Background: an optimization exercise with open tools, aiming at small area, a short achievable clock period and few clock cycles per item. Do not read the settings as production practice.
At most, simulation tests tie the RTL to the original design; equivalence was not proved.
The RTL of run 2 was laid out without a check of its function.
Power is estimated from default activity; no workload was simulated.

===== design.v =====
module yce_fa (input wire a, input wire b, input wire c, output wire s, output wire co);
    assign s  = a ^ b ^ c;
    assign co = (a & b) | (a & c) | (b & c);
endmodule
module yce_ha (input wire a, input wire b, output wire s, output wire co);
    assign s  = a ^ b;
    assign co = a & b;
endmodule
module yce_block_conv (
    input  wire         clk,
    input  wire         rst,             
    input  wire         in_valid,
    output wire         in_ready,
    input  wire         in_fmt,          
    input  wire         in_chroma,       
    input  wire [511:0] in_data,
    output reg          out_valid,
    input  wire         out_ready,
    output reg          out_chroma,
    output reg  [127:0] out_y,
    output reg  [63:0]  out_u,
    output reg  [63:0]  out_v
);
    reg         s_valid;
    reg         s_chroma;
    reg [383:0] s_px;                    
    wire out_en = !out_valid || out_ready;
    wire s_en   = !s_valid || out_en;
    assign in_ready = s_en;
    wire [383:0] in_px;
    genvar n;
    generate
        for (n = 0; n < 16; n = n + 1) begin : g_in
            assign in_px[24*n +: 24] = in_fmt ? in_data[32*n +: 24] : in_data[24*n +: 24];
        end
    endgenerate
    always @(posedge clk) begin
        if (rst) begin
            s_valid <= 1'b0;
        end else if (s_en) begin
            s_valid <= in_valid;
        end
        if (s_en) begin
            s_chroma <= in_chroma;
            s_px     <= in_px;
        end
    end
    wire [127:0] y_bytes;
    wire [63:0]  u_bytes;
    wire [63:0]  v_bytes;
    generate
        for (n = 0; n < 16; n = n + 1) begin : g_px
            wire [7:0] pb = s_px[24*n +: 8];
            wire [7:0] pg = s_px[24*n + 8 +: 8];
            wire [7:0] pr = s_px[24*n + 16 +: 8];
            wire [7:0] yb;
            wire y_s1, y_c2;
            yce_fa u_y_s1 (.a(pr[1]), .b(pr[6]), .c(pg[0]), .s(y_s1), .co(y_c2));
            wire y_s3, y_c4;
            yce_ha u_y_s3 (.a(pr[3]), .b(pg[4]), .s(y_s3), .co(y_c4));
            wire y_s5, y_c6;
            yce_fa u_y_s5 (.a(pr[4]), .b(pg[5]), .c(pb[1]), .s(y_s5), .co(y_c6));
            wire y_s7, y_c8;
            yce_fa u_y_s7 (.a(pr[0]), .b(pr[5]), .c(pg[6]), .s(y_s7), .co(y_c8));
            wire y_s9, y_c10;
            yce_ha u_y_s9 (.a(pb[2]), .b(pb[3]), .s(y_s9), .co(y_c10));
            wire y_s11, y_c12;
            yce_fa u_y_s11 (.a(pg[7]), .b(pb[3]), .c(pb[4]), .s(y_s11), .co(y_c12));
            wire y_s13, y_c14;
            yce_fa u_y_s13 (.a(pb[7]), .b(y_s1), .c(1'b1), .s(y_s13), .co(y_c14));
            wire y_s15, y_c16;
            yce_fa u_y_s15 (.a(pr[2]), .b(pr[7]), .c(pg[1]), .s(y_s15), .co(y_c16));
            wire y_s17, y_c18;
            yce_fa u_y_s17 (.a(pb[4]), .b(pb[5]), .c(y_c2), .s(y_s17), .co(y_c18));
            wire y_s19, y_c20;
            yce_fa u_y_s19 (.a(pr[3]), .b(pg[2]), .c(pb[5]), .s(y_s19), .co(y_c20));
            wire y_s21, y_c22;
            yce_ha u_y_s21 (.a(pr[4]), .b(pg[3]), .s(y_s21), .co(y_c22));
            wire y_s23, y_c24;
            yce_ha u_y_s23 (.a(pr[2]), .b(pg[3]), .s(y_s23), .co(y_c24));
            wire y_s25, y_c26;
            yce_fa u_y_s25 (.a(pb[0]), .b(pb[1]), .c(pb[4]), .s(y_s25), .co(y_c26));
            wire y_s27, y_c28;
            yce_fa u_y_s27 (.a(pb[2]), .b(pb[5]), .c(y_c4), .s(y_s27), .co(y_c28));
            wire y_s29, y_c30;
            yce_fa u_y_s29 (.a(pb[6]), .b(y_s9), .c(y_c6), .s(y_s29), .co(y_c30));
            wire y_s31, y_c32;
            yce_fa u_y_s31 (.a(y_c10), .b(y_c8), .c(y_s11), .s(y_s31), .co(y_c32));
            wire y_s33, y_c34;
            yce_fa u_y_s33 (.a(y_c12), .b(y_s15), .c(y_s17), .s(y_s33), .co(y_c34));
            wire y_s35, y_c36;
            yce_fa u_y_s35 (.a(pb[6]), .b(y_c16), .c(y_s19), .s(y_s35), .co(y_c36));
            wire y_s37, y_c38;
            yce_fa u_y_s37 (.a(pb[6]), .b(pb[7]), .c(y_s21), .s(y_s37), .co(y_c38));
            wire y_s39, y_c40;
            yce_fa u_y_s39 (.a(pr[5]), .b(pg[4]), .c(pb[7]), .s(y_s39), .co(y_c40));
            wire y_s41, y_c42;
            yce_ha u_y_s41 (.a(pr[6]), .b(pg[5]), .s(y_s41), .co(y_c42));
            wire y_s43, y_c44;
            yce_ha u_y_s43 (.a(pr[0]), .b(pg[1]), .s(y_s43), .co(y_c44));
            wire y_s45, y_c46;
            yce_fa u_y_s45 (.a(pr[1]), .b(pg[2]), .c(pb[2]), .s(y_s45), .co(y_c46));
            wire y_s47, y_c48;
            yce_fa u_y_s47 (.a(pb[0]), .b(pb[3]), .c(y_s23), .s(y_s47), .co(y_c48));
            wire y_s49, y_c50;
            yce_fa u_y_s49 (.a(y_c24), .b(y_s3), .c(y_s25), .s(y_s49), .co(y_c50));
            wire y_s51, y_c52;
            yce_fa u_y_s51 (.a(y_c26), .b(y_s5), .c(y_s27), .s(y_s51), .co(y_c52));
            wire y_s53, y_c54;
            yce_fa u_y_s53 (.a(y_s7), .b(y_c28), .c(y_s29), .s(y_s53), .co(y_c54));
            wire y_s55, y_c56;
            yce_fa u_y_s55 (.a(y_c30), .b(y_s13), .c(y_s31), .s(y_s55), .co(y_c56));
            wire y_s57, y_c58;
            yce_fa u_y_s57 (.a(y_c14), .b(y_c32), .c(y_s33), .s(y_s57), .co(y_c58));
            wire y_s59, y_c60;
            yce_fa u_y_s59 (.a(y_c18), .b(y_s35), .c(y_c34), .s(y_s59), .co(y_c60));
            wire y_s61, y_c62;
            yce_fa u_y_s61 (.a(y_c20), .b(y_s37), .c(y_c36), .s(y_s61), .co(y_c62));
            wire y_s63, y_c64;
            yce_fa u_y_s63 (.a(y_c22), .b(y_s39), .c(y_c38), .s(y_s63), .co(y_c64));
            wire y_s65, y_c66;
            yce_fa u_y_s65 (.a(y_s41), .b(y_c40), .c(1'b1), .s(y_s65), .co(y_c66));
            wire y_s67, y_c68;
            yce_fa u_y_s67 (.a(pr[7]), .b(pg[6]), .c(y_c42), .s(y_s67), .co(y_c68));
            wire y_s69, y_c70;
            yce_ha u_y_s69 (.a(pg[0]), .b(pb[0]), .s(y_s69), .co(y_c70));
            wire y_s71, y_c72;
            yce_ha u_y_s71 (.a(pb[1]), .b(y_s43), .s(y_s71), .co(y_c72));
            wire y_s73, y_c74;
            yce_ha u_y_s73 (.a(y_s45), .b(y_c44), .s(y_s73), .co(y_c74));
            wire y_s75, y_c76;
            yce_ha u_y_s75 (.a(y_s47), .b(y_c46), .s(y_s75), .co(y_c76));
            wire y_s77, y_c78;
            yce_ha u_y_s77 (.a(y_s49), .b(y_c48), .s(y_s77), .co(y_c78));
            wire y_s79, y_c80;
            yce_ha u_y_s79 (.a(y_s51), .b(y_c50), .s(y_s79), .co(y_c80));
            wire y_s81, y_c82;
            yce_ha u_y_s81 (.a(y_s53), .b(y_c52), .s(y_s81), .co(y_c82));
            wire y_s83, y_c84;
            yce_ha u_y_s83 (.a(y_s55), .b(y_c54), .s(y_s83), .co(y_c84));
            wire y_s85, y_c86;
            yce_ha u_y_s85 (.a(y_s57), .b(y_c56), .s(y_s85), .co(y_c86));
            wire y_s87, y_c88;
            yce_ha u_y_s87 (.a(y_s59), .b(y_c58), .s(y_s87), .co(y_c88));
            wire y_s89, y_c90;
            yce_ha u_y_s89 (.a(y_s61), .b(y_c60), .s(y_s89), .co(y_c90));
            wire y_s91, y_c92;
            yce_ha u_y_s91 (.a(y_s63), .b(y_c62), .s(y_s91), .co(y_c92));
            wire y_s93, y_c94;
            yce_ha u_y_s93 (.a(y_s65), .b(y_c64), .s(y_s93), .co(y_c94));
            wire y_s95, y_c96;
            yce_ha u_y_s95 (.a(y_s67), .b(y_c66), .s(y_s95), .co(y_c96));
            wire y_s97, y_c98;
            yce_ha u_y_s97 (.a(pg[7]), .b(y_c68), .s(y_s97), .co(y_c98));
            wire y_g99 = y_c84 | (y_s83 & y_c82);
            wire y_q100 = y_s83 & y_s81;
            wire y_g101 = y_c80 | (y_s79 & y_c78);
            wire y_q102 = y_s79 & y_s77;
            wire y_g103 = y_g99 | (y_q100 & y_g101);
            wire y_q104 = y_q100 & y_q102;
            wire y_g105 = y_c76 | (y_s75 & y_c74);
            wire y_q106 = y_s75 & y_s73;
            wire y_g107 = y_c72 | (y_s71 & y_c70);
            wire y_g108 = y_g105 | (y_q106 & y_g107);
            wire y_g109 = y_g103 | (y_q104 & y_g108);
            wire y_g110 = y_c86 | (y_s85 & y_g109);
            wire y_g111 = y_c88 | (y_s87 & y_c86);
            wire y_q112 = y_s87 & y_s85;
            wire y_g113 = y_g111 | (y_q112 & y_g109);
            wire y_g114 = y_c90 | (y_s89 & y_g111);
            wire y_q115 = y_s89 & y_q112;
            wire y_g116 = y_g114 | (y_q115 & y_g109);
            wire y_g117 = y_c92 | (y_s91 & y_c90);
            wire y_q118 = y_s91 & y_s89;
            wire y_g119 = y_g117 | (y_q118 & y_g111);
            wire y_q120 = y_q118 & y_q112;
            wire y_g121 = y_g119 | (y_q120 & y_g109);
            wire y_g122 = y_c94 | (y_s93 & y_g119);
            wire y_q123 = y_s93 & y_q120;
            wire y_g124 = y_g122 | (y_q123 & y_g109);
            wire y_g125 = y_c96 | (y_s95 & y_c94);
            wire y_q126 = y_s95 & y_s93;
            wire y_g127 = y_g125 | (y_q126 & y_g119);
            wire y_q128 = y_q126 & y_q120;
            wire y_g129 = y_g127 | (y_q128 & y_g109);
            wire y_g130 = y_c98 | (y_s97 & y_g125);
            wire y_q131 = y_s97 & y_q126;
            wire y_g132 = y_g130 | (y_q131 & y_g119);
            wire y_q133 = y_q131 & y_q120;
            wire y_g134 = y_g132 | (y_q133 & y_g109);
            wire y_o135 = y_s85 ^ y_g109;
            wire y_o136 = y_s87 ^ y_g110;
            wire y_o137 = y_s89 ^ y_g113;
            wire y_o138 = y_s91 ^ y_g116;
            wire y_o139 = y_s93 ^ y_g121;
            wire y_o140 = y_s95 ^ y_g124;
            wire y_o141 = y_s97 ^ y_g129;
            wire y_o142 = 1'b0 ^ y_g134;
            assign yb = {y_o142, y_o141, y_o140, y_o139, y_o138, y_o137, y_o136, y_o135};
            assign y_bytes[8*n +: 8] = yb;
            if (n % 2 == 0) begin : g_c
                wire [7:0] ub, vb;
                wire u_s1, u_c2;
                yce_ha u_u_s1 (.a(~pr[5]), .b(~pr[4]), .s(u_s1), .co(u_c2));
                wire u_s3, u_c4;
                yce_fa u_u_s3 (.a(~pr[6]), .b(~pr[5]), .c(~pr[2]), .s(u_s3), .co(u_c4));
                wire u_s5, u_c6;
                yce_ha u_u_s5 (.a(~pg[6]), .b(~pg[4]), .s(u_s5), .co(u_c6));
                wire u_s7, u_c8;
                yce_fa u_u_s7 (.a(~pr[7]), .b(~pr[6]), .c(~pr[3]), .s(u_s7), .co(u_c8));
                wire u_s9, u_c10;
                yce_fa u_u_s9 (.a(~pg[7]), .b(~pg[5]), .c(~pg[2]), .s(u_s9), .co(u_c10));
                wire u_s11, u_c12;
                yce_ha u_u_s11 (.a(~pb[4]), .b(pb[1]), .s(u_s11), .co(u_c12));
                wire u_s13, u_c14;
                yce_fa u_u_s13 (.a(~pr[7]), .b(~pr[4]), .c(~pg[6]), .s(u_s13), .co(u_c14));
                wire u_s15, u_c16;
                yce_ha u_u_s15 (.a(~pg[3]), .b(~pb[5]), .s(u_s15), .co(u_c16));
                wire u_s17, u_c18;
                yce_ha u_u_s17 (.a(~pr[5]), .b(~pg[7]), .s(u_s17), .co(u_c18));
                wire u_s19, u_c20;
                yce_ha u_u_s19 (.a(~pr[3]), .b(~pr[2]), .s(u_s19), .co(u_c20));
                wire u_s21, u_c22;
                yce_fa u_u_s21 (.a(~pr[4]), .b(~pr[3]), .c(~pr[0]), .s(u_s21), .co(u_c22));
                wire u_s23, u_c24;
                yce_ha u_u_s23 (.a(~pg[4]), .b(~pg[2]), .s(u_s23), .co(u_c24));
                wire u_s25, u_c26;
                yce_fa u_u_s25 (.a(~pr[1]), .b(~pg[5]), .c(~pg[3]), .s(u_s25), .co(u_c26));
                wire u_s27, u_c28;
                yce_fa u_u_s27 (.a(~pg[0]), .b(~pb[2]), .c(u_s1), .s(u_s27), .co(u_c28));
                wire u_s29, u_c30;
                yce_fa u_u_s29 (.a(~pg[1]), .b(~pb[3]), .c(pb[0]), .s(u_s29), .co(u_c30));
                wire u_s31, u_c32;
                yce_fa u_u_s31 (.a(u_c2), .b(u_s5), .c(u_s3), .s(u_s31), .co(u_c32));
                wire u_s33, u_c34;
                yce_fa u_u_s33 (.a(u_c6), .b(u_s11), .c(1'b1), .s(u_s33), .co(u_c34));
                wire u_s35, u_c36;
                yce_fa u_u_s35 (.a(u_c4), .b(u_s7), .c(u_s9), .s(u_s35), .co(u_c36));
                wire u_s37, u_c38;
                yce_fa u_u_s37 (.a(pb[2]), .b(u_c12), .c(u_s15), .s(u_s37), .co(u_c38));
                wire u_s39, u_c40;
                yce_fa u_u_s39 (.a(u_c8), .b(u_c10), .c(u_s13), .s(u_s39), .co(u_c40));
                wire u_s41, u_c42;
                yce_fa u_u_s41 (.a(~pg[4]), .b(~pb[6]), .c(pb[3]), .s(u_s41), .co(u_c42));
                wire u_s43, u_c44;
                yce_fa u_u_s43 (.a(u_c16), .b(u_s17), .c(u_c14), .s(u_s43), .co(u_c44));
                wire u_s45, u_c46;
                yce_fa u_u_s45 (.a(~pr[6]), .b(~pg[5]), .c(~pb[7]), .s(u_s45), .co(u_c46));
                wire u_s47, u_c48;
                yce_ha u_u_s47 (.a(pb[4]), .b(u_c18), .s(u_s47), .co(u_c48));
                wire u_s49, u_c50;
                yce_ha u_u_s49 (.a(~pr[7]), .b(~pg[6]), .s(u_s49), .co(u_c50));
                wire u_s51, u_c52;
                yce_ha u_u_s51 (.a(~pr[2]), .b(~pr[1]), .s(u_s51), .co(u_c52));
                wire u_s53, u_c54;
                yce_fa u_u_s53 (.a(~pg[3]), .b(~pg[1]), .c(~pb[0]), .s(u_s53), .co(u_c54));
                wire u_s55, u_c56;
                yce_fa u_u_s55 (.a(~pb[1]), .b(u_c20), .c(u_s23), .s(u_s55), .co(u_c56));
                wire u_s57, u_c58;
                yce_fa u_u_s57 (.a(u_c24), .b(u_c22), .c(u_s25), .s(u_s57), .co(u_c58));
                wire u_s59, u_c60;
                yce_fa u_u_s59 (.a(u_c26), .b(u_s29), .c(u_c28), .s(u_s59), .co(u_c60));
                wire u_s61, u_c62;
                yce_fa u_u_s61 (.a(u_c30), .b(u_s33), .c(u_c32), .s(u_s61), .co(u_c62));
                wire u_s63, u_c64;
                yce_fa u_u_s63 (.a(u_c34), .b(u_s37), .c(u_c36), .s(u_s63), .co(u_c64));
                wire u_s65, u_c66;
                yce_fa u_u_s65 (.a(u_s41), .b(u_c38), .c(u_s43), .s(u_s65), .co(u_c66));
                wire u_s67, u_c68;
                yce_fa u_u_s67 (.a(u_c42), .b(u_s45), .c(u_s47), .s(u_s67), .co(u_c68));
                wire u_s69, u_c70;
                yce_fa u_u_s69 (.a(pb[5]), .b(u_s49), .c(u_c46), .s(u_s69), .co(u_c70));
                wire u_s71, u_c72;
                yce_ha u_u_s71 (.a(~pg[7]), .b(pb[6]), .s(u_s71), .co(u_c72));
                wire u_s73, u_c74;
                yce_ha u_u_s73 (.a(~pr[1]), .b(~pr[0]), .s(u_s73), .co(u_c74));
                wire u_s75, u_c76;
                yce_fa u_u_s75 (.a(~pg[2]), .b(~pg[0]), .c(u_s51), .s(u_s75), .co(u_c76));
                wire u_s77, u_c78;
                yce_fa u_u_s77 (.a(u_c52), .b(u_s19), .c(u_s53), .s(u_s77), .co(u_c78));
                wire u_s79, u_c80;
                yce_fa u_u_s79 (.a(u_c54), .b(u_s21), .c(u_s55), .s(u_s79), .co(u_c80));
                wire u_s81, u_c82;
                yce_fa u_u_s81 (.a(u_c56), .b(u_s27), .c(u_s57), .s(u_s81), .co(u_c82));
                wire u_s83, u_c84;
                yce_fa u_u_s83 (.a(u_c58), .b(u_s31), .c(u_s59), .s(u_s83), .co(u_c84));
                wire u_s85, u_c86;
                yce_fa u_u_s85 (.a(u_s35), .b(u_c60), .c(u_s61), .s(u_s85), .co(u_c86));
                wire u_s87, u_c88;
                yce_fa u_u_s87 (.a(u_s39), .b(u_c62), .c(u_s63), .s(u_s87), .co(u_c88));
                wire u_s89, u_c90;
                yce_fa u_u_s89 (.a(u_c40), .b(u_c64), .c(u_s65), .s(u_s89), .co(u_c90));
                wire u_s91, u_c92;
                yce_fa u_u_s91 (.a(u_c44), .b(u_s67), .c(u_c66), .s(u_s91), .co(u_c92));
                wire u_s93, u_c94;
                yce_fa u_u_s93 (.a(u_c48), .b(u_s69), .c(u_c68), .s(u_s93), .co(u_c94));
                wire u_s95, u_c96;
                yce_fa u_u_s95 (.a(u_c50), .b(u_s71), .c(u_c70), .s(u_s95), .co(u_c96));
                wire u_s97, u_c98;
                yce_ha u_u_s97 (.a(pb[7]), .b(u_c72), .s(u_s97), .co(u_c98));
                wire u_s99, u_c100;
                yce_ha u_u_s99 (.a(~pr[0]), .b(~pg[0]), .s(u_s99), .co(u_c100));
                wire u_s101, u_c102;
                yce_ha u_u_s101 (.a(~pg[1]), .b(u_s73), .s(u_s101), .co(u_c102));
                wire u_s103, u_c104;
                yce_ha u_u_s103 (.a(u_s75), .b(u_c74), .s(u_s103), .co(u_c104));
                wire u_s105, u_c106;
                yce_ha u_u_s105 (.a(u_s77), .b(u_c76), .s(u_s105), .co(u_c106));
                wire u_s107, u_c108;
                yce_ha u_u_s107 (.a(u_s79), .b(u_c78), .s(u_s107), .co(u_c108));
                wire u_s109, u_c110;
                yce_ha u_u_s109 (.a(u_s81), .b(u_c80), .s(u_s109), .co(u_c110));
                wire u_s111, u_c112;
                yce_ha u_u_s111 (.a(u_s83), .b(u_c82), .s(u_s111), .co(u_c112));
                wire u_s113, u_c114;
                yce_ha u_u_s113 (.a(u_s85), .b(u_c84), .s(u_s113), .co(u_c114));
                wire u_s115, u_c116;
                yce_ha u_u_s115 (.a(u_s87), .b(u_c86), .s(u_s115), .co(u_c116));
                wire u_s117, u_c118;
                yce_ha u_u_s117 (.a(u_s89), .b(u_c88), .s(u_s117), .co(u_c118));
                wire u_s119, u_c120;
                yce_ha u_u_s119 (.a(u_s91), .b(u_c90), .s(u_s119), .co(u_c120));
                wire u_s121, u_c122;
                yce_ha u_u_s121 (.a(u_s93), .b(u_c92), .s(u_s121), .co(u_c122));
                wire u_s123, u_c124;
                yce_ha u_u_s123 (.a(u_s95), .b(u_c94), .s(u_s123), .co(u_c124));
                wire u_s125, u_c126;
                yce_ha u_u_s125 (.a(u_s97), .b(u_c96), .s(u_s125), .co(u_c126));
                wire u_g127 = u_c112 | (u_s111 & u_c110);
                wire u_q128 = u_s111 & u_s109;
                wire u_g129 = u_c108 | (u_s107 & u_c106);
                wire u_q130 = u_s107 & u_s105;
                wire u_g131 = u_g127 | (u_q128 & u_g129);
                wire u_q132 = u_q128 & u_q130;
                wire u_g133 = u_c104 | (u_s103 & u_c102);
                wire u_q134 = u_s103 & u_s101;
                wire u_g135 = u_g133 | (u_q134 & u_c100);
                wire u_g136 = u_g131 | (u_q132 & u_g135);
                wire u_g137 = u_c114 | (u_s113 & u_g136);
                wire u_g138 = u_c116 | (u_s115 & u_c114);
                wire u_q139 = u_s115 & u_s113;
                wire u_g140 = u_g138 | (u_q139 & u_g136);
                wire u_g141 = u_c118 | (u_s117 & u_g138);
                wire u_q142 = u_s117 & u_q139;
                wire u_g143 = u_g141 | (u_q142 & u_g136);
                wire u_g144 = u_c120 | (u_s119 & u_c118);
                wire u_q145 = u_s119 & u_s117;
                wire u_g146 = u_g144 | (u_q145 & u_g138);
                wire u_q147 = u_q145 & u_q139;
                wire u_g148 = u_g146 | (u_q147 & u_g136);
                wire u_g149 = u_c122 | (u_s121 & u_g146);
                wire u_q150 = u_s121 & u_q147;
                wire u_g151 = u_g149 | (u_q150 & u_g136);
                wire u_g152 = u_c124 | (u_s123 & u_c122);
                wire u_q153 = u_s123 & u_s121;
                wire u_g154 = u_g152 | (u_q153 & u_g146);
                wire u_q155 = u_q153 & u_q147;
                wire u_g156 = u_g154 | (u_q155 & u_g136);
                wire u_g157 = u_c126 | (u_s125 & u_g152);
                wire u_q158 = u_s125 & u_q153;
                wire u_g159 = u_g157 | (u_q158 & u_g146);
                wire u_q160 = u_q158 & u_q147;
                wire u_g161 = u_g159 | (u_q160 & u_g136);
                wire u_o162 = u_s113 ^ u_g136;
                wire u_o163 = u_s115 ^ u_g137;
                wire u_o164 = u_s117 ^ u_g140;
                wire u_o165 = u_s119 ^ u_g143;
                wire u_o166 = u_s121 ^ u_g148;
                wire u_o167 = u_s123 ^ u_g151;
                wire u_o168 = u_s125 ^ u_g156;
                wire u_o169 = u_c98 ^ u_g161;
                assign ub = {u_o169, u_o168, u_o167, u_o166, u_o165, u_o164, u_o163, u_o162};
                wire v_s1, v_c2;
                yce_ha u_v_s1 (.a(pr[3]), .b(~pr[0]), .s(v_s1), .co(v_c2));
                wire v_s3, v_c4;
                yce_fa u_v_s3 (.a(pr[4]), .b(~pr[1]), .c(~pg[7]), .s(v_s3), .co(v_c4));
                wire v_s5, v_c6;
                yce_ha u_v_s5 (.a(pr[5]), .b(~pr[2]), .s(v_s5), .co(v_c6));
                wire v_s7, v_c8;
                yce_ha u_v_s7 (.a(pr[6]), .b(~pr[3]), .s(v_s7), .co(v_c8));
                wire v_s9, v_c10;
                yce_ha u_v_s9 (.a(pr[7]), .b(~pr[4]), .s(v_s9), .co(v_c10));
                wire v_s11, v_c12;
                yce_ha u_v_s11 (.a(pr[1]), .b(~pg[4]), .s(v_s11), .co(v_c12));
                wire v_s13, v_c14;
                yce_fa u_v_s13 (.a(pr[2]), .b(~pg[5]), .c(pg[1]), .s(v_s13), .co(v_c14));
                wire v_s15, v_c16;
                yce_ha u_v_s15 (.a(pg[0]), .b(pb[5]), .s(v_s15), .co(v_c16));
                wire v_s17, v_c18;
                yce_fa u_v_s17 (.a(~pg[6]), .b(pg[2]), .c(pg[1]), .s(v_s17), .co(v_c18));
                wire v_s19, v_c20;
                yce_fa u_v_s19 (.a(pb[6]), .b(pb[3]), .c(v_s1), .s(v_s19), .co(v_c20));
                wire v_s21, v_c22;
                yce_fa u_v_s21 (.a(pg[3]), .b(pg[2]), .c(pb[7]), .s(v_s21), .co(v_c22));
                wire v_s23, v_c24;
                yce_fa u_v_s23 (.a(pb[4]), .b(v_c2), .c(v_s3), .s(v_s23), .co(v_c24));
                wire v_s25, v_c26;
                yce_fa u_v_s25 (.a(pg[4]), .b(pg[3]), .c(pb[5]), .s(v_s25), .co(v_c26));
                wire v_s27, v_c28;
                yce_fa u_v_s27 (.a(v_s5), .b(v_c4), .c(1'b1), .s(v_s27), .co(v_c28));
                wire v_s29, v_c30;
                yce_fa u_v_s29 (.a(pg[5]), .b(pg[4]), .c(pb[6]), .s(v_s29), .co(v_c30));
                wire v_s31, v_c32;
                yce_fa u_v_s31 (.a(v_c6), .b(v_s7), .c(1'b1), .s(v_s31), .co(v_c32));
                wire v_s33, v_c34;
                yce_fa u_v_s33 (.a(pg[6]), .b(pg[5]), .c(pb[7]), .s(v_s33), .co(v_c34));
                wire v_s35, v_c36;
                yce_fa u_v_s35 (.a(v_c8), .b(v_s9), .c(1'b1), .s(v_s35), .co(v_c36));
                wire v_s37, v_c38;
                yce_fa u_v_s37 (.a(~pr[5]), .b(pg[7]), .c(pg[6]), .s(v_s37), .co(v_c38));
                wire v_s39 = ~v_c10;
                wire v_s40, v_c41;
                yce_ha u_v_s40 (.a(~pr[6]), .b(pg[7]), .s(v_s40), .co(v_c41));
                wire v_s42, v_c43;
                yce_ha u_v_s42 (.a(pr[0]), .b(~pg[3]), .s(v_s42), .co(v_c43));
                wire v_s44, v_c45;
                yce_fa u_v_s44 (.a(pg[0]), .b(pb[4]), .c(pb[1]), .s(v_s44), .co(v_c45));
                wire v_s46, v_c47;
                yce_fa u_v_s46 (.a(pb[2]), .b(v_c12), .c(v_s15), .s(v_s46), .co(v_c47));
                wire v_s48, v_c49;
                yce_fa u_v_s48 (.a(v_c16), .b(v_c14), .c(v_s17), .s(v_s48), .co(v_c49));
                wire v_s50, v_c51;
                yce_fa u_v_s50 (.a(v_c18), .b(v_s21), .c(v_c20), .s(v_s50), .co(v_c51));
                wire v_s52, v_c53;
                yce_fa u_v_s52 (.a(v_c22), .b(v_s25), .c(v_s27), .s(v_s52), .co(v_c53));
                wire v_s54, v_c55;
                yce_fa u_v_s54 (.a(v_c26), .b(v_s29), .c(v_s31), .s(v_s54), .co(v_c55));
                wire v_s56, v_c57;
                yce_fa u_v_s56 (.a(v_c30), .b(v_s33), .c(v_c32), .s(v_s56), .co(v_c57));
                wire v_s58, v_c59;
                yce_fa u_v_s58 (.a(v_s39), .b(v_c34), .c(v_s37), .s(v_s58), .co(v_c59));
                wire v_s60, v_c61;
                yce_fa u_v_s60 (.a(v_c10), .b(v_s40), .c(1'b1), .s(v_s60), .co(v_c61));
                wire v_s62 = pr[7];
                wire v_s63, v_c64;
                yce_ha u_v_s63 (.a(pb[3]), .b(pb[0]), .s(v_s63), .co(v_c64));
                wire v_s65, v_c66;
                yce_fa u_v_s65 (.a(v_c43), .b(v_s11), .c(v_s44), .s(v_s65), .co(v_c66));
                wire v_s67, v_c68;
                yce_fa u_v_s67 (.a(v_c45), .b(v_s13), .c(v_s46), .s(v_s67), .co(v_c68));
                wire v_s69, v_c70;
                yce_fa u_v_s69 (.a(v_c47), .b(v_s19), .c(v_s48), .s(v_s69), .co(v_c70));
                wire v_s71, v_c72;
                yce_fa u_v_s71 (.a(v_c49), .b(v_s23), .c(v_s50), .s(v_s71), .co(v_c72));
                wire v_s73, v_c74;
                yce_fa u_v_s73 (.a(v_c24), .b(v_c51), .c(v_s52), .s(v_s73), .co(v_c74));
                wire v_s75, v_c76;
                yce_fa u_v_s75 (.a(v_c28), .b(v_s54), .c(v_c53), .s(v_s75), .co(v_c76));
                wire v_s77, v_c78;
                yce_fa u_v_s77 (.a(v_s35), .b(v_s56), .c(v_c55), .s(v_s77), .co(v_c78));
                wire v_s79, v_c80;
                yce_fa u_v_s79 (.a(v_c36), .b(v_s58), .c(v_c57), .s(v_s79), .co(v_c80));
                wire v_s81, v_c82;
                yce_fa u_v_s81 (.a(v_c38), .b(v_s60), .c(v_c59), .s(v_s81), .co(v_c82));
                wire v_s83, v_c84;
                yce_fa u_v_s83 (.a(v_s62), .b(v_c41), .c(v_c61), .s(v_s83), .co(v_c84));
                wire v_s85 = pr[7];
                wire v_s86, v_c87;
                yce_ha u_v_s86 (.a(~pg[0]), .b(pb[0]), .s(v_s86), .co(v_c87));
                wire v_s88, v_c89;
                yce_ha u_v_s88 (.a(~pg[1]), .b(pb[1]), .s(v_s88), .co(v_c89));
                wire v_s90, v_c91;
                yce_ha u_v_s90 (.a(~pg[2]), .b(pb[2]), .s(v_s90), .co(v_c91));
                wire v_s92, v_c93;
                yce_ha u_v_s92 (.a(v_s42), .b(v_s63), .s(v_s92), .co(v_c93));
                wire v_s94, v_c95;
                yce_ha u_v_s94 (.a(v_s65), .b(v_c64), .s(v_s94), .co(v_c95));
                wire v_s96, v_c97;
                yce_ha u_v_s96 (.a(v_s67), .b(v_c66), .s(v_s96), .co(v_c97));
                wire v_s98, v_c99;
                yce_ha u_v_s98 (.a(v_s69), .b(v_c68), .s(v_s98), .co(v_c99));
                wire v_s100, v_c101;
                yce_ha u_v_s100 (.a(v_s71), .b(v_c70), .s(v_s100), .co(v_c101));
                wire v_s102, v_c103;
                yce_ha u_v_s102 (.a(v_s73), .b(v_c72), .s(v_s102), .co(v_c103));
                wire v_s104, v_c105;
                yce_ha u_v_s104 (.a(v_s75), .b(v_c74), .s(v_s104), .co(v_c105));
                wire v_s106, v_c107;
                yce_ha u_v_s106 (.a(v_s77), .b(v_c76), .s(v_s106), .co(v_c107));
                wire v_s108, v_c109;
                yce_ha u_v_s108 (.a(v_s79), .b(v_c78), .s(v_s108), .co(v_c109));
                wire v_s110, v_c111;
                yce_ha u_v_s110 (.a(v_s81), .b(v_c80), .s(v_s110), .co(v_c111));
                wire v_s112, v_c113;
                yce_ha u_v_s112 (.a(v_s83), .b(v_c82), .s(v_s112), .co(v_c113));
                wire v_s114, v_c115;
                yce_ha u_v_s114 (.a(v_s85), .b(v_c84), .s(v_s114), .co(v_c115));
                wire v_g116 = v_c99 | (v_s98 & v_c97);
                wire v_q117 = v_s98 & v_s96;
                wire v_g118 = v_c95 | (v_s94 & v_c93);
                wire v_q119 = v_s94 & v_s92;
                wire v_g120 = v_g116 | (v_q117 & v_g118);
                wire v_q121 = v_q117 & v_q119;
                wire v_g122 = v_c91 | (v_s90 & v_c89);
                wire v_q123 = v_s90 & v_s88;
                wire v_g124 = v_g122 | (v_q123 & v_c87);
                wire v_g125 = v_g120 | (v_q121 & v_g124);
                wire v_g126 = v_c101 | (v_s100 & v_g125);
                wire v_g127 = v_c103 | (v_s102 & v_c101);
                wire v_q128 = v_s102 & v_s100;
                wire v_g129 = v_g127 | (v_q128 & v_g125);
                wire v_g130 = v_c105 | (v_s104 & v_g127);
                wire v_q131 = v_s104 & v_q128;
                wire v_g132 = v_g130 | (v_q131 & v_g125);
                wire v_g133 = v_c107 | (v_s106 & v_c105);
                wire v_q134 = v_s106 & v_s104;
                wire v_g135 = v_g133 | (v_q134 & v_g127);
                wire v_q136 = v_q134 & v_q128;
                wire v_g137 = v_g135 | (v_q136 & v_g125);
                wire v_g138 = v_c109 | (v_s108 & v_g135);
                wire v_q139 = v_s108 & v_q136;
                wire v_g140 = v_g138 | (v_q139 & v_g125);
                wire v_g141 = v_c111 | (v_s110 & v_c109);
                wire v_q142 = v_s110 & v_s108;
                wire v_g143 = v_g141 | (v_q142 & v_g135);
                wire v_q144 = v_q142 & v_q136;
                wire v_g145 = v_g143 | (v_q144 & v_g125);
                wire v_g146 = v_c113 | (v_s112 & v_g141);
                wire v_q147 = v_s112 & v_q142;
                wire v_g148 = v_g146 | (v_q147 & v_g135);
                wire v_q149 = v_q147 & v_q136;
                wire v_g150 = v_g148 | (v_q149 & v_g125);
                wire v_o151 = v_s100 ^ v_g125;
                wire v_o152 = v_s102 ^ v_g126;
                wire v_o153 = v_s104 ^ v_g129;
                wire v_o154 = v_s106 ^ v_g132;
                wire v_o155 = v_s108 ^ v_g137;
                wire v_o156 = v_s110 ^ v_g140;
                wire v_o157 = v_s112 ^ v_g145;
                wire v_o158 = v_s114 ^ v_g150;
                assign vb = ~{v_o158, v_o157, v_o156, v_o155, v_o154, v_o153, v_o152, v_o151};
                assign u_bytes[8*(n/2) +: 8] = ub;
                assign v_bytes[8*(n/2) +: 8] = vb;
            end
        end
    endgenerate
    always @(posedge clk) begin
        if (rst) begin
            out_valid <= 1'b0;
        end else if (out_en) begin
            out_valid <= s_valid;
        end
        if (out_en) begin
            out_chroma <= s_chroma;
            out_y      <= y_bytes;
            out_u      <= s_chroma ? u_bytes : 64'd0;
            out_v      <= s_chroma ? v_bytes : 64'd0;
        end
    end
endmodule

===== flow/run.sh =====
#!/bin/bash
# The standard layout (the standard.sh: standard synthesis, floorplan,
# placement, CTS, routing), with timing repair aiming for 5.7 ns of setup
# slack at the design's 10 ns clock, i.e. the period the design can reach,
# instead of only 0 ns. Each tool's output is in standard_flow.log and in
# orfs/logs/.
set -euo pipefail
bash standard.sh SETUP_SLACK_MARGIN=5.7 finish > standard_flow.log 2>&1

===== standard.sh =====
#!/bin/bash
# synth_recipe.tcl (not shown) runs the flow's synth.tcl, then flattens the netlist and writes it again
# the make line also repeats each setting of config.mk as NAME=value (left out here)
make -C /OpenROAD-flow-scripts/flow DESIGN_CONFIG=/design/flow/config.mk WORK_HOME=/design/flow/orfs CLKGATE_MAP_FILE= SYNTH_SCRIPT=/design/flow/synth_recipe.tcl "${@:-finish}"

===== config.mk =====
export PLATFORM = sky130hd
export DESIGN_NAME = yce_block_conv
export DESIGN_NICKNAME = yce_block_conv
export VERILOG_FILES = /design/flow/design.v
export SDC_FILE = /design/flow/constraint.sdc
export NUM_CORES = 4
export LEC_CHECK = 0
export CAP_MARGIN = 20
export CORE_MARGIN = 2
export CORE_UTILIZATION = 40
export SLEW_MARGIN = 20
export SYNTH_HIERARCHICAL = 1

===== constraint.sdc =====
create_clock -name core_clock -period 10.0 [get_ports {clk}]
set_input_delay 2.0000 -clock core_clock [delete_from_list [all_inputs] [get_ports {clk}]]
set_output_delay 2.0000 -clock core_clock [all_outputs]
set_load 0.01 [all_outputs]

==> summary.txt, run 1 <==
## Run status
* **result of the run** complete, no violations

## Die
* **Placement Rows** 144
* **Starting Density** 40.2%
* **die area** 158000 um2
* **Placeable Area** 154000 um2
* **top-level I/O count** 777
* **width of the chip** 397 um
* **die extent in y** 397 um

## Timing
* **remaining max-slew budget at the tightest pin** 26.5%
* **aggregate negative setup slack** 0 ns
* **final worst path period need** 4.48 ns
* **Final Hold Vio Count** 0
* **final worst path period share** 44.8%
* **Final Skew** 0.0472 ns
* **number of pins exceeding their max-slew limit in the final report** 0
* **Max Clk Rate** 223 MHz
* **endpoints failing setup** 0
* **worst slew pin tran** 1.10 ns
* **unrepaired setup endpoints after global routing** true

## Detailed routing
* **routed length per instance** 24.7 um
* **wire length after detailed routing** 186000 um
* **total iterations of the first detailed-routing run** 5
* **initial drt markers** 2473
* **number of DRC violations after detailed routing** 0
* **via count** 39600
* **number of nets still failing antenna checks after routing** 0
* **vias per cell** 5.24

## Logic synthesis
* **synthesized area per cell** 14.3 um2
* **total of warnings raised by yosys** 7
* **netlist area before placement** 61800 um2
* **synthesized instance count** 4327
* **Yosys cell types** 54
* **flop and latch count out of synthesis** 644
* **post-synthesis async set-or-reset flop share** 0%
* **Post-synth EDFFs** 642
* **flip-flop cell with the highest count after synthesis** sky130_fd_sc_hd__edfxtp_1
* **Seq/Total Area, Yosys** 31.3%

## Global route
* **number of antenna violations at the first check in global routing** 28
* **Overall Global Routing Usage** 23.8%
* **grt total ovfl** 0
* **number of global-route vias before repair** 42700
* **maximum number of pins on one net before global-route repair** 137
* **global-route wire length before repair** 274000 um

## Clock tree
* **source-to-sink clock delay at the later pin of the worst-skew pair** 0.71 ns
* **number of buffers inserted during clock tree synthesis** 80
* **H-tree lvl count** 3
* **Root Buffer** sky130_fd_sc_hd__clkbuf_16
* **Clock Sink Count** 644
* **CTS hold repair buffers** 0
* **maximum root-to-sink buffer count** 3
* **clock input transition at the sequential cells of the worst setup and hold paths** 0.06 ns
* **clock tree from TritonCTS** built

## Place
* **weighted congestion reported at the end of routability-driven placement** 0.920
* **HPWL reported at the end of detailed placement** 149000 um
* **Port Buffer Count** 744

## Cells and area
* **# fillers** 13300
* **share of final-layout standard cells stronger than drive strength 1** 17.1%
* **leading cell type in the layout, fill and taps excluded** sky130_fd_sc_hd__fa_1
* **core occupancy in the finished layout** 50.3%
* **Area Overhead vs Synth** 25.2%
* **commonest cells after routing, fill and taps aside** sky130_fd_sc_hd__fa_1, sky130_fd_sc_hd__ha_1, sky130_fd_sc_hd__clkdlybuf4s50_1, sky130_fd_sc_hd__edfxtp_1, sky130_fd_sc_hd__mux2_2
* **nets** 7725

## Pwr
* **Max rail drop VDD** 0.206 mV
* **power density cells** 284 nW/um2
* **Lkg Pwr** 0.0320 uW

## Critical path
* **Critical Path RT** 8.00 ns
* **Worst Path Class, Setup** input port to primary output
* **arrival time reported for the critical path endpoint** 2.48 ns
* **Critical Path Fanout Max** 2
* **type of origin of the critical path** input port
* **CP Capture Type** primary output

## Hold path
* **Tightest Hold Check Type** register to register

## Flow run
* **maxcap violations** 0

-- state kept, by name, indices dropped and copies added, names as in the netlist --
name and cells:
out_u 64, s_px 384, s_chroma 1, out_valid 1
out_v 64, out_chroma 1, s_valid 1, out_y 128
-- cell type report --
type,instances,area (um2),share of cell area (%)
multi-input combinational,3457,42300,54.7
sequential,644,19300,25.0
timing repair buffer,1013,9510,12.3
tap,2044,2560,3.31
clock buffer,95,2100,2.71
inverter,243,972,1.26
clock inverter,49,613,0.792
antenna,5,12.5,0.0162
-- modules after synthesis, one instance, submodules excluded --
module,flip-flops and latches,cell area (um2),cells inside
yce_block_conv,644,32600,2591
yce_ha,0,12.5,1
yce_fa,0,20.0,1
-- layer usage --
metal	global-route usage [%]	routed length, um
met1	32.2	79200
met5	0	163
met2	37.8	86400
met3	6.27	15500
met4	6.59	5220
-- cells by family (layout without fill, tap and decap cells) --
family          after synthesis  in the layout  synth area share (%)
compound gates              518            518                  5.67
xor+xnor                    133            133                  1.88
fa+ha+maj                  1768           1768                  47.8
buf+inv                     300           1400                  1.82
flops                       644            644                  31.3
mux                         391            391                  7.06
other cells                   1             77               0.00607
simple gates                572            575                  4.46
-- cells in the mapped netlist (14+ instances only) --
library cell	number	share of area, %
sky130_fd_sc_hd__inv_1	242	1.5
sky130_fd_sc_hd__xor2_1	23	0.33
sky130_fd_sc_hd__mux2i_1	31	0.50
sky130_fd_sc_hd__and2_1	39	0.39
sky130_fd_sc_hd__nand2_1	121	0.73
sky130_fd_sc_hd__nand3_1	43	0.35
sky130_fd_sc_hd__nor2b_1	24	0.24
sky130_fd_sc_hd__o21a_1	33	0.40
sky130_fd_sc_hd__a211oi_1	39	0.47
sky130_fd_sc_hd__o211ai_1	14	0.17
sky130_fd_sc_hd__or2_1	15	0.15
sky130_fd_sc_hd__or4_1	17	0.21
sky130_fd_sc_hd__edfxtp_1	642	31
sky130_fd_sc_hd__a21oi_1	136	1.1
sky130_fd_sc_hd__ha_1	776	16
sky130_fd_sc_hd__o31ai_1	17	0.21
sky130_fd_sc_hd__nand4_1	18	0.18
sky130_fd_sc_hd__fa_1	992	32
sky130_fd_sc_hd__clkbuf_1	54	0.33
sky130_fd_sc_hd__a2111oi_0	14	0.20
sky130_fd_sc_hd__a21o_1	90	1.1
sky130_fd_sc_hd__or3_1	43	0.44
sky130_fd_sc_hd__o22ai_1	32	0.32
sky130_fd_sc_hd__o21ai_0	43	0.35
sky130_fd_sc_hd__o21bai_1	39	0.47
sky130_fd_sc_hd__nor3_1	32	0.26
sky130_fd_sc_hd__xnor2_1	110	1.6
sky130_fd_sc_hd__nor2_1	182	1.1
sky130_fd_sc_hd__mux2_2	360	6.6
sky130_fd_sc_hd__a41oi_1	14	0.20
sky130_fd_sc_hd__nand2b_1	31	0.31
-- metrics by stage --
stage,cell area [um2],setup slack [ns],std cells,hold slack (ns),total power [uW]
finish,77400,5.52,7550,0.787,22000
detailed placement,72000,4.25,7145,0.572,18100
global route,77400,5.49,7546,0.818,24000
floorplan,62100,3.52,4398,0.485,13900
global placement,72000,4.27,7145,0.575,17900
CTS,75800,5.51,7416,0.789,21500
-- critical path: stages --
cell and delay [ns]:
sky130_fd_sc_hd__buf_6 0.09, sky130_fd_sc_hd__nor2b_4 0.16, sky130_fd_sc_hd__nand2_8 0.08, sky130_fd_sc_hd__buf_6 0.15
-- report_power, final --
part	switching (uW)	total [uW]	internal, uW
combinational	7390	14300	6890
clock	1260	3050	1790
sequential	443	4620	4180
total	9100	22000	12900
-- worst paths after layout --
| check | from | to | slack [ns] | depth (start not counted) |
|---|---|---|---|---|
| hold reg to reg | s_px[39] | out_y[15] | 0.79 | 2 |
| setup / recovery | out_ready | in_ready | 5.52 | 4 |
| hold / removal | s_px[39] | out_y[15] | 0.79 | 2 |
| setup reg to reg | s_px[213] | out_v[38] | 5.72 | 12 |
-- repair_timing --
item | 4_1_cts | 5_1_grt
endpoints found under the setup margin | 174 | 108
setup buffers | 124 | 129
pin swaps | 15 | 40
resized for setup | 87 | 122
gates cloned | 3 | 0
Testbench counts, summed over its fixed seeds: cycles 6,008, items 6,000.
==> run 2: changes to the inputs <==
--- a/design.v
+++ b/design.v
@@ -123,79 +123,60 @@
             wire y_s67, y_c68;
             yce_fa u_y_s67 (.a(pr[7]), .b(pg[6]), .c(y_c42), .s(y_s67), .co(y_c68));
-            wire y_s69, y_c70;
-            yce_ha u_y_s69 (.a(pg[0]), .b(pb[0]), .s(y_s69), .co(y_c70));
-            wire y_s71, y_c72;
-            yce_ha u_y_s71 (.a(pb[1]), .b(y_s43), .s(y_s71), .co(y_c72));
-            wire y_s73, y_c74;
-            yce_ha u_y_s73 (.a(y_s45), .b(y_c44), .s(y_s73), .co(y_c74));
-            wire y_s75, y_c76;
-            yce_ha u_y_s75 (.a(y_s47), .b(y_c46), .s(y_s75), .co(y_c76));
+            wire y_r69 = pg[0] & pb[0];
+            wire y_r70 = (pb[1] & y_s43) | (pb[1] & y_r69) | (y_s43 & y_r69);
+            wire y_r71 = (y_s45 & y_c44) | (y_s45 & y_r70) | (y_c44 & y_r70);
+            wire y_r72 = (y_s47 & y_c46) | (y_s47 & y_r71) | (y_c46 & y_r71);
+            wire y_r73 = (y_s49 & y_c48) | (y_s49 & y_r72) | (y_c48 & y_r72);
+            wire y_r74 = (y_s51 & y_c50) | (y_s51 & y_r73) | (y_c50 & y_r73);
+            wire y_r75 = (y_s53 & y_c52) | (y_s53 & y_r74) | (y_c52 & y_r74);
+            wire y_r76 = (y_s55 & y_c54) | (y_s55 & y_r75) | (y_c54 & y_r75);
             wire y_s77, y_c78;
-            yce_ha u_y_s77 (.a(y_s49), .b(y_c48), .s(y_s77), .co(y_c78));
+            yce_ha u_y_s77 (.a(y_s57), .b(y_c56), .s(y_s77), .co(y_c78));
             wire y_s79, y_c80;
-            yce_ha u_y_s79 (.a(y_s51), .b(y_c50), .s(y_s79), .co(y_c80));
+            yce_ha u_y_s79 (.a(y_s59), .b(y_c58), .s(y_s79), .co(y_c80));
             wire y_s81, y_c82;
-            yce_ha u_y_s81 (.a(y_s53), .b(y_c52), .s(y_s81), .co(y_c82));
+            yce_ha u_y_s81 (.a(y_s61), .b(y_c60), .s(y_s81), .co(y_c82));
             wire y_s83, y_c84;
-            yce_ha u_y_s83 (.a(y_s55), .b(y_c54), .s(y_s83), .co(y_c84));
+            yce_ha u_y_s83 (.a(y_s63), .b(y_c62), .s(y_s83), .co(y_c84));
             wire y_s85, y_c86;
-            yce_ha u_y_s85 (.a(y_s57), .b(y_c56), .s(y_s85), .co(y_c86));
+            yce_ha u_y_s85 (.a(y_s65), .b(y_c64), .s(y_s85), .co(y_c86));
             wire y_s87, y_c88;
-            yce_ha u_y_s87 (.a(y_s59), .b(y_c58), .s(y_s87), .co(y_c88));
+            yce_ha u_y_s87 (.a(y_s67), .b(y_c66), .s(y_s87), .co(y_c88));
             wire y_s89, y_c90;
-            yce_ha u_y_s89 (.a(y_s61), .b(y_c60), .s(y_s89), .co(y_c90));
-            wire y_s91, y_c92;
-            yce_ha u_y_s91 (.a(y_s63), .b(y_c62), .s(y_s91), .co(y_c92));
-            wire y_s93, y_c94;
-            yce_ha u_y_s93 (.a(y_s65), .b(y_c64), .s(y_s93), .co(y_c94));
-            wire y_s95, y_c96;
-            yce_ha u_y_s95 (.a(y_s67), .b(y_c66), .s(y_s95), .co(y_c96));
-            wire y_s97, y_c98;
-            yce_ha u_y_s97 (.a(pg[7]), .b(y_c68), .s(y_s97), .co(y_c98));
-            wire y_g99 = y_c84 | (y_s83 & y_c82);
-            wire y_q100 = y_s83 & y_s81;
-            wire y_g101 = y_c80 | (y_s79 & y_c78);
-            wire y_q102 = y_s79 & y_s77;
-            wire y_g103 = y_g99 | (y_q100 & y_g101);
-            wire y_q104 = y_q100 & y_q102;
-            wire y_g105 = y_c76 | (y_s75 & y_c74);
-            wire y_q106 = y_s75 & y_s73;
-            wire y_g107 = y_c72 | (y_s71 & y_c70);
-            wire y_g108 = y_g105 | (y_q106 & y_g107);
-            wire y_g109 = y_g103 | (y_q104 & y_g108);
-            wire y_g110 = y_c86 | (y_s85 & y_g109);
-            wire y_g111 = y_c88 | (y_s87 & y_c86);
-            wire y_q112 = y_s87 & y_s85;
-            wire y_g113 = y_g111 | (y_q112 & y_g109);
-            wire y_g114 = y_c90 | (y_s89 & y_g111);
-            wire y_q115 = y_s89 & y_q112;
-            wire y_g116 = y_g114 | (y_q115 & y_g109);
-            wire y_g117 = y_c92 | (y_s91 & y_c90);
-            wire y_q118 = y_s91 & y_s89;
-            wire y_g119 = y_g117 | (y_q118 & y_g111);
-            wire y_q120 = y_q118 & y_q112;
-            wire y_g121 = y_g119 | (y_q120 & y_g109);
-            wire y_g122 = y_c94 | (y_s93 & y_g119);
-            wire y_q123 = y_s93 & y_q120;
-            wire y_g124 = y_g122 | (y_q123 & y_g109);
-            wire y_g125 = y_c96 | (y_s95 & y_c94);
-            wire y_q126 = y_s95 & y_s93;
-            wire y_g127 = y_g125 | (y_q126 & y_g119);
-            wire y_q128 = y_q126 & y_q120;
-            wire y_g129 = y_g127 | (y_q128 & y_g109);
-            wire y_g130 = y_c98 | (y_s97 & y_g125);
-            wire y_q131 = y_s97 & y_q126;
-            wire y_g132 = y_g130 | (y_q131 & y_g119);
-            wire y_q133 = y_q131 & y_q120;
-            wire y_g134 = y_g132 | (y_q133 & y_g109);
-            wire y_o135 = y_s85 ^ y_g109;
-            wire y_o136 = y_s87 ^ y_g110;
-            wire y_o137 = y_s89 ^ y_g113;
-            wire y_o138 = y_s91 ^ y_g116;
-            wire y_o139 = y_s93 ^ y_g121;
-            wire y_o140 = y_s95 ^ y_g124;
-            wire y_o141 = y_s97 ^ y_g129;
-            wire y_o142 = 1'b0 ^ y_g134;
-            assign yb = {y_o142, y_o141, y_o140, y_o139, y_o138, y_o137, y_o136, y_o135};
+            yce_ha u_y_s89 (.a(pg[7]), .b(y_c68), .s(y_s89), .co(y_c90));
+            wire y_g91 = y_c78 | (y_s77 & y_r76);
+            wire y_g92 = y_c80 | (y_s79 & y_c78);
+            wire y_q93 = y_s79 & y_s77;
+            wire y_g94 = y_g92 | (y_q93 & y_r76);
+            wire y_g95 = y_c82 | (y_s81 & y_g92);
+            wire y_q96 = y_s81 & y_q93;
+            wire y_g97 = y_g95 | (y_q96 & y_r76);
+            wire y_g98 = y_c84 | (y_s83 & y_c82);
+            wire y_q99 = y_s83 & y_s81;
+            wire y_g100 = y_g98 | (y_q99 & y_g92);
+            wire y_q101 = y_q99 & y_q93;
+            wire y_g102 = y_g100 | (y_q101 & y_r76);
+            wire y_g103 = y_c86 | (y_s85 & y_g100);
+            wire y_q104 = y_s85 & y_q101;
+            wire y_g105 = y_g103 | (y_q104 & y_r76);
+            wire y_g106 = y_c88 | (y_s87 & y_c86);
+            wire y_q107 = y_s87 & y_s85;
+            wire y_g108 = y_g106 | (y_q107 & y_g100);
+            wire y_q109 = y_q107 & y_q101;
+            wire y_g110 = y_g108 | (y_q109 & y_r76);
+            wire y_g111 = y_c90 | (y_s89 & y_g106);
+            wire y_q112 = y_s89 & y_q107;
+            wire y_g113 = y_g111 | (y_q112 & y_g100);
+            wire y_q114 = y_q112 & y_q101;
+            wire y_g115 = y_g113 | (y_q114 & y_r76);
+            wire y_o116 = y_s77 ^ y_r76;
+            wire y_o117 = y_s79 ^ y_g91;
+            wire y_o118 = y_s81 ^ y_g94;
+            wire y_o119 = y_s83 ^ y_g97;
+            wire y_o120 = y_s85 ^ y_g102;
+            wire y_o121 = y_s87 ^ y_g105;
+            wire y_o122 = y_s89 ^ y_g110;
+            wire y_o123 = 1'b0 ^ y_g115;
+            assign yb = {y_o123, y_o122, y_o121, y_o120, y_o119, y_o118, y_o117, y_o116};
             assign y_bytes[8*n +: 8] = yb;
             if (n % 2 == 0) begin : g_c
@@ -456,78 +437,60 @@
                 yce_fa u_v_s83 (.a(v_s62), .b(v_c41), .c(v_c61), .s(v_s83), .co(v_c84));
                 wire v_s85 = pr[7];
-                wire v_s86, v_c87;
-                yce_ha u_v_s86 (.a(~pg[0]), .b(pb[0]), .s(v_s86), .co(v_c87));
-                wire v_s88, v_c89;
-                yce_ha u_v_s88 (.a(~pg[1]), .b(pb[1]), .s(v_s88), .co(v_c89));
-                wire v_s90, v_c91;
-                yce_ha u_v_s90 (.a(~pg[2]), .b(pb[2]), .s(v_s90), .co(v_c91));
-                wire v_s92, v_c93;
-                yce_ha u_v_s92 (.a(v_s42), .b(v_s63), .s(v_s92), .co(v_c93));
-                wire v_s94, v_c95;
-                yce_ha u_v_s94 (.a(v_s65), .b(v_c64), .s(v_s94), .co(v_c95));
-                wire v_s96, v_c97;
-                yce_ha u_v_s96 (.a(v_s67), .b(v_c66), .s(v_s96), .co(v_c97));
-                wire v_s98, v_c99;
-                yce_ha u_v_s98 (.a(v_s69), .b(v_c68), .s(v_s98), .co(v_c99));
-                wire v_s100, v_c101;
-                yce_ha u_v_s100 (.a(v_s71), .b(v_c70), .s(v_s100), .co(v_c101));
-                wire v_s102, v_c103;
-                yce_ha u_v_s102 (.a(v_s73), .b(v_c72), .s(v_s102), .co(v_c103));
-                wire v_s104, v_c105;
-                yce_ha u_v_s104 (.a(v_s75), .b(v_c74), .s(v_s104), .co(v_c105));
-                wire v_s106, v_c107;
-                yce_ha u_v_s106 (.a(v_s77), .b(v_c76), .s(v_s106), .co(v_c107));
-                wire v_s108, v_c109;
-                yce_ha u_v_s108 (.a(v_s79), .b(v_c78), .s(v_s108), .co(v_c109));
-                wire v_s110, v_c111;
-                yce_ha u_v_s110 (.a(v_s81), .b(v_c80), .s(v_s110), .co(v_c111));
-                wire v_s112, v_c113;
-                yce_ha u_v_s112 (.a(v_s83), .b(v_c82), .s(v_s112), .co(v_c113));
-                wire v_s114, v_c115;
-                yce_ha u_v_s114 (.a(v_s85), .b(v_c84), .s(v_s114), .co(v_c115));
-                wire v_g116 = v_c99 | (v_s98 & v_c97);
-                wire v_q117 = v_s98 & v_s96;
-                wire v_g118 = v_c95 | (v_s94 & v_c93);
-                wire v_q119 = v_s94 & v_s92;
-                wire v_g120 = v_g116 | (v_q117 & v_g118);
-                wire v_q121 = v_q117 & v_q119;
-                wire v_g122 = v_c91 | (v_s90 & v_c89);
-                wire v_q123 = v_s90 & v_s88;
-                wire v_g124 = v_g122 | (v_q123 & v_c87);
-                wire v_g125 = v_g120 | (v_q121 & v_g124);
-                wire v_g126 = v_c101 | (v_s100 & v_g125);
-                wire v_g127 = v_c103 | (v_s102 & v_c101);
-                wire v_q128 = v_s102 & v_s100;
-                wire v_g129 = v_g127 | (v_q128 & v_g125);
-                wire v_g130 = v_c105 | (v_s104 & v_g127);
-                wire v_q131 = v_s104 & v_q128;
-                wire v_g132 = v_g130 | (v_q131 & v_g125);
-                wire v_g133 = v_c107 | (v_s106 & v_c105);
-                wire v_q134 = v_s106 & v_s104;
-                wire v_g135 = v_g133 | (v_q134 & v_g127);
-                wire v_q136 = v_q134 & v_q128;
-                wire v_g137 = v_g135 | (v_q136 & v_g125);
-                wire v_g138 = v_c109 | (v_s108 & v_g135);
-                wire v_q139 = v_s108 & v_q136;
-                wire v_g140 = v_g138 | (v_q139 & v_g125);
-                wire v_g141 = v_c111 | (v_s110 & v_c109);
-                wire v_q142 = v_s110 & v_s108;
-                wire v_g143 = v_g141 | (v_q142 & v_g135);
-                wire v_q144 = v_q142 & v_q136;
-                wire v_g145 = v_g143 | (v_q144 & v_g125);
-                wire v_g146 = v_c113 | (v_s112 & v_g141);
-                wire v_q147 = v_s112 & v_q142;
-                wire v_g148 = v_g146 | (v_q147 & v_g135);
-                wire v_q149 = v_q147 & v_q136;
-                wire v_g150 = v_g148 | (v_q149 & v_g125);
-                wire v_o151 = v_s100 ^ v_g125;
-                wire v_o152 = v_s102 ^ v_g126;
-                wire v_o153 = v_s104 ^ v_g129;
-                wire v_o154 = v_s106 ^ v_g132;
-                wire v_o155 = v_s108 ^ v_g137;
-                wire v_o156 = v_s110 ^ v_g140;
-                wire v_o157 = v_s112 ^ v_g145;
-                wire v_o158 = v_s114 ^ v_g150;
-                assign vb = ~{v_o158, v_o157, v_o156, v_o155, v_o154, v_o153, v_o152, v_o151};
+                wire v_r86 = ~pg[0] & pb[0];
+                wire v_r87 = (~pg[1] & pb[1]) | (~pg[1] & v_r86) | (pb[1] & v_r86);
+                wire v_r88 = (~pg[2] & pb[2]) | (~pg[2] & v_r87) | (pb[2] & v_r87);
+                wire v_r89 = (v_s42 & v_s63) | (v_s42 & v_r88) | (v_s63 & v_r88);
+                wire v_r90 = (v_s65 & v_c64) | (v_s65 & v_r89) | (v_c64 & v_r89);
+                wire v_r91 = (v_s67 & v_c66) | (v_s67 & v_r90) | (v_c66 & v_r90);
+                wire v_r92 = (v_s69 & v_c68) | (v_s69 & v_r91) | (v_c68 & v_r91);
+                wire v_s93, v_c94;
+                yce_ha u_v_s93 (.a(v_s71), .b(v_c70), .s(v_s93), .co(v_c94));
+                wire v_s95, v_c96;
+                yce_ha u_v_s95 (.a(v_s73), .b(v_c72), .s(v_s95), .co(v_c96));
+                wire v_s97, v_c98;
+                yce_ha u_v_s97 (.a(v_s75), .b(v_c74), .s(v_s97), .co(v_c98));
+                wire v_s99, v_c100;
+                yce_ha u_v_s99 (.a(v_s77), .b(v_c76), .s(v_s99), .co(v_c100));
+                wire v_s101, v_c102;
+                yce_ha u_v_s101 (.a(v_s79), .b(v_c78), .s(v_s101), .co(v_c102));
+                wire v_s103, v_c104;
+                yce_ha u_v_s103 (.a(v_s81), .b(v_c80), .s(v_s103), .co(v_c104));
+                wire v_s105, v_c106;
+                yce_ha u_v_s105 (.a(v_s83), .b(v_c82), .s(v_s105), .co(v_c106));
+                wire v_p107 = v_s85 ^ v_c84;
+                wire v_g108 = v_c94 | (v_s93 & v_r92);
+                wire v_g109 = v_c96 | (v_s95 & v_c94);
+                wire v_q110 = v_s95 & v_s93;
+                wire v_g111 = v_g109 | (v_q110 & v_r92);
+                wire v_g112 = v_c98 | (v_s97 & v_g109);
+                wire v_q113 = v_s97 & v_q110;
+                wire v_g114 = v_g112 | (v_q113 & v_r92);
+                wire v_g115 = v_c100 | (v_s99 & v_c98);
+                wire v_q116 = v_s99 & v_s97;
+                wire v_g117 = v_g115 | (v_q116 & v_g109);
+                wire v_q118 = v_q116 & v_q110;
+                wire v_g119 = v_g117 | (v_q118 & v_r92);
+                wire v_g120 = v_c102 | (v_s101 & v_g117);
+                wire v_q121 = v_s101 & v_q118;
+                wire v_g122 = v_g120 | (v_q121 & v_r92);
+                wire v_g123 = v_c104 | (v_s103 & v_c102);
+                wire v_q124 = v_s103 & v_s101;
+                wire v_g125 = v_g123 | (v_q124 & v_g117);
+                wire v_q126 = v_q124 & v_q118;
+                wire v_g127 = v_g125 | (v_q126 & v_r92);
+                wire v_g128 = v_c106 | (v_s105 & v_g123);
+                wire v_q129 = v_s105 & v_q124;
+                wire v_g130 = v_g128 | (v_q129 & v_g117);
+                wire v_q131 = v_q129 & v_q118;
+                wire v_g132 = v_g130 | (v_q131 & v_r92);
+                wire v_o133 = v_s93 ^ v_r92;
+                wire v_o134 = v_s95 ^ v_g108;
+                wire v_o135 = v_s97 ^ v_g111;
+                wire v_o136 = v_s99 ^ v_g114;
+                wire v_o137 = v_s101 ^ v_g119;
+                wire v_o138 = v_s103 ^ v_g122;
+                wire v_o139 = v_s105 ^ v_g127;
+                wire v_o140 = v_p107 ^ v_g132;
+                assign vb = ~{v_o140, v_o139, v_o138, v_o137, v_o136, v_o135, v_o134, v_o133};
                 assign u_bytes[8*(n/2) +: 8] = ub;
                 assign v_bytes[8*(n/2) +: 8] = vb;
==> flow/run.sh (replaced) <==
#!/bin/bash
# The standard layout (the standard.sh: standard synthesis, floorplan,
# placement, CTS, routing) with two changes to how it is made:
#  * timing repair aims for 5.7 ns of setup slack at the design's 10 ns
#    clock (a 4.3 ns period, which is what the design can reach) instead of
#    only 0 ns;
#  * the buffers that the flow puts on every input and output port are
#    sky130_fd_sc_hd__buf_1 instead of the cell buffer_ports picks by itself
#    (clkdlybuf4s50_1); repair may resize them as for any other cell.
# Each tool's output is in standard_flow.log and in orfs/logs/.
set -euo pipefail
bash standard.sh SETUP_SLACK_MARGIN=5.7 "BUFFER_PORTS_ARGS=-buffer_cell sky130_fd_sc_hd__buf_1" finish > standard_flow.log 2>&1
==> summary.txt, run 2 <==
## Logic synthesis
* **most frequent cells after synthesis** sky130_fd_sc_hd__fa_1, sky130_fd_sc_hd__edfxtp_1, sky130_fd_sc_hd__ha_1, sky130_fd_sc_hd__mux2_2, sky130_fd_sc_hd__inv_1
* **flop and latch count out of synthesis** 644
* **leading cell type by number of instances after synthesis** sky130_fd_sc_hd__fa_1
* **synthesized area per cell** 14.1 um2
* **Post-synth EDFFs** 642
* **total of warnings raised by yosys** 7
* **netlist area before placement** 60300 um2
* **flip-flop cell with the highest count after synthesis** sky130_fd_sc_hd__edfxtp_1
* **post-synthesis cell type with the largest combined area** sky130_fd_sc_hd__fa_1
* **area fraction of the dominant cell type after synthesis** 32.9%
* **ranking of synthesized cells by area** sky130_fd_sc_hd__fa_1, sky130_fd_sc_hd__edfxtp_1, sky130_fd_sc_hd__ha_1, sky130_fd_sc_hd__mux2_2, sky130_fd_sc_hd__inv_1
* **synthesized instance count** 4289

## Critical path
* **CP Capture Type** primary output
* **Largest stage delay, worst path** 0.17 ns
* **critical path's top delay family** simple AND/OR/NAND/NOR gates
* **slowest cell on the critical path** sky130_fd_sc_hd__nor2b_4
* **most numerous cell on the critical path** sky130_fd_sc_hd__buf_6
* **Worst Path Class, Setup** input port to primary output
* **CP Buf/Inv Count** 2
* **arrival time reported for the critical path endpoint** 2.57 ns
* **type of origin of the critical path** input port

## Detailed routing
* **total iterations of the first detailed-routing run** 6
* **number of DRC violations after detailed routing** 0
* **via count** 40600
* **vias per cell** 5.37
* **number of nets still failing antenna checks after routing** 0

## Pwr
* **share of power burned in the clock network** 14.9%
* **Flop pwr share** 21.9%
* **internal power** 11900 uW
* **total power** 21000 uW
* **share of total power consumed by net switching** 43.3%
* **switching power** 9080 uW
* **Lkg Pwr** 0.0290 uW
* **Max rail drop VDD** 0.214 mV

## Timing
* **worst slew pin tran** 0.981 ns
* **endpoints failing setup** 0
* **final worst path period need** 4.57 ns
* **final worst path period share** 45.7%
* **Final Hold Vio Count** 0
* **remaining max-slew budget at the tightest pin** 34.6%
* **number of pins exceeding their max-slew limit in the final report** 0
* **Final Worst Setup Slack** 5.43 ns
* **Final Skew** 0.0199 ns
* **aggregate negative setup slack** 0 ns
* **Max Clk Rate** 219 MHz

## Cells and area
* **nets** 7564
* **area of combinational cells with multiple inputs** 40800 um2
* **Largest regs** s_px (384), out_y (128)
* **commonest cells after routing, fill and taps aside** sky130_fd_sc_hd__fa_1, sky130_fd_sc_hd__buf_1, sky130_fd_sc_hd__edfxtp_1, sky130_fd_sc_hd__ha_1, sky130_fd_sc_hd__mux2_2
* **number of flip-flops in the largest register** 384
* **leading cell type in the layout, fill and taps excluded** sky130_fd_sc_hd__fa_1
* **register ranked first by flip-flop count** s_px

## Die
* **Placement Rows** 142
* **die area** 154000 um2
* **width of the chip** 392 um
* **die extent in y** 392 um
* **Placeable Area** 150000 um2
* **top-level I/O count** 777

## Place
* **post-placement worst setup slack** 5.20 ns
* **HPWL reported at the end of detailed placement** 148000 um
* **weighted congestion reported at the end of routability-driven placement** 0.916

## Run status
* **result of the run** complete, no violations

## Global route
* **global-route wire length before repair** 271000 um
* **grt total ovfl** 0
* **Overall Global Routing Usage** 24.2%
* **maximum number of pins on one net before global-route repair** 142
* **number of global-route vias before repair** 42200

## Clock tree
* **H-tree lvl count** 3
* **maximum root-to-sink buffer count** 3
* **number of buffers inserted during clock tree synthesis** 80

## Flow run
* **maxcap violations** 0

[run 2: cell types whose count changed in the layout (fill, tap and decap cells not counted), sizes merged, moves of 34 or more]
| cell | previous run | this run |
|---|---|---|
| buf | 272 | 1080 |
| a211oi | 40 | 6 |
| o21ai | 45 | 145 |
| and3 | 1 | 41 |
| nor2 | 182 | 220 |
| ha | 776 | 584 |
| clkdlybuf4s50 | 741 | 0 |
| a21o | 90 | 35 |
| xnor2 | 110 | 63 |
[run 2: layout make-up]
| type | count | area share [%] |
|---|---|---|
| multi-input combinational | 3411 | 56.8 |
| sequential | 644 | 26.9 |
| timing repair buffer | 1081 | 7.52 |
| tap | 2016 | 3.51 |
| clock buffer | 90 | 2.96 |
| inverter | 252 | 1.38 |
| clock inverter | 58 | 0.919 |
| antenna | 12 | 0.0418 |
[run 2: per-module statistics from Yosys (local to each module, per instance)]
module	copies in the design	flops+latches
yce_block_conv	1	644
yce_fa	992	0
yce_ha	552	0
[run 2: cells by family after synthesis]
logic type                 Yosys count  synth area share [%]
and+or+nand+nor                    609                  4.85
xor gates and xnor gates           113                  1.64
adders and majority gates         1592                  45.3
buffers and inverters              306                  1.91
AOI/OAI and AO/OA                  662                  7.47
DFF                                644                  32.0
muxes                              362                  6.76
other                                1               0.00622
[run 2: final timing paths]
check / startpoint / end / slack [ns] / depth (start not counted)
worst min-delay path: s_valid / out_valid / 0.67 / 2
worst min register to register: s_valid / out_valid / 0.67 / 2
worst max register to register: s_px[209] / out_y[71] / 5.68 / 12
worst max-delay path: out_ready / in_ready / 5.43 / 4
[run 2: timing repair]
item,in CTS,in global routing
buffers inserted,92,228
setup endpoints to repair,75,99
resized for setup,77,154
pin swaps,18,93
cloned,1,0
hold buffers,0,0
[run 2: routing by layer]
metal  wire length [um]  share of wire (%)  GRT usage [%]
met4               5600                3.0           7.71
met2              84800                 46           37.3
met3              15600                8.4           5.55
met5                132              0.071              0
met1              80100                 43           33.9
[run 2: worst register-to-register path, delay by kind of cell, from the launching register on]
kind	cells	cell delay, ns
buf+inv	2	0.38
compound gates	4	0.93
simple gates	1	0.17
flops	1	0.44
fa+ha+maj	5	2.16
[run 2: power by group through the flow]
| stage | combinational, uW | clock (uW) | sequential, uW |
|---|---|---|---|
| 3_3_place_gp | 11800 | 0 | 4710 |
| 4_1_cts | 12500 | 3220 | 4620 |
| 3_5_place_dp | 12000 | 0 | 4710 |
| 2_1_floorplan | 8570 | 0 | 4770 |
| 6_report | 13300 | 3130 | 4590 |
| 5_1_grt | 15000 | 3310 | 4650 |
[run 2: metrics by stage]
step                hold WS (ns)  utilization [%]  area, um2  std cells
global route               0.705             48.0      71900       7556
floorplan                  0.424                -      60600       4360
global placement           0.571             44.0      65900       7083
CTS                        0.672             46.5      69600       7324
finish                     0.669             48.0      71900       7564
detailed placement         0.573             44.0      65900       7083

## port drivers added, routing unchanged
The flow's constraints put no driver on any port. The routed layouts listed below were extracted and timed again, unchanged, in two steps. Step 1: set_driving_cell puts a clkbuf_16 on clk and a buf_2 on each other input, an assumption about the parent block. Step 2 also shifts input and output timing later by t, the mid clock arrival at the registers, as if the neighbouring blocks saw the same clock. Three values: ideal ports, drivers, drivers and shift; two values: the first two.
run | t, ns | setup WS [ns]
run 1 | 0.767 | 5.517 / 5.485 / 5.258
run 2 | 0.760 | 5.430 / 5.387 / 5.154
After both steps setup and hold are still met in every run listed.
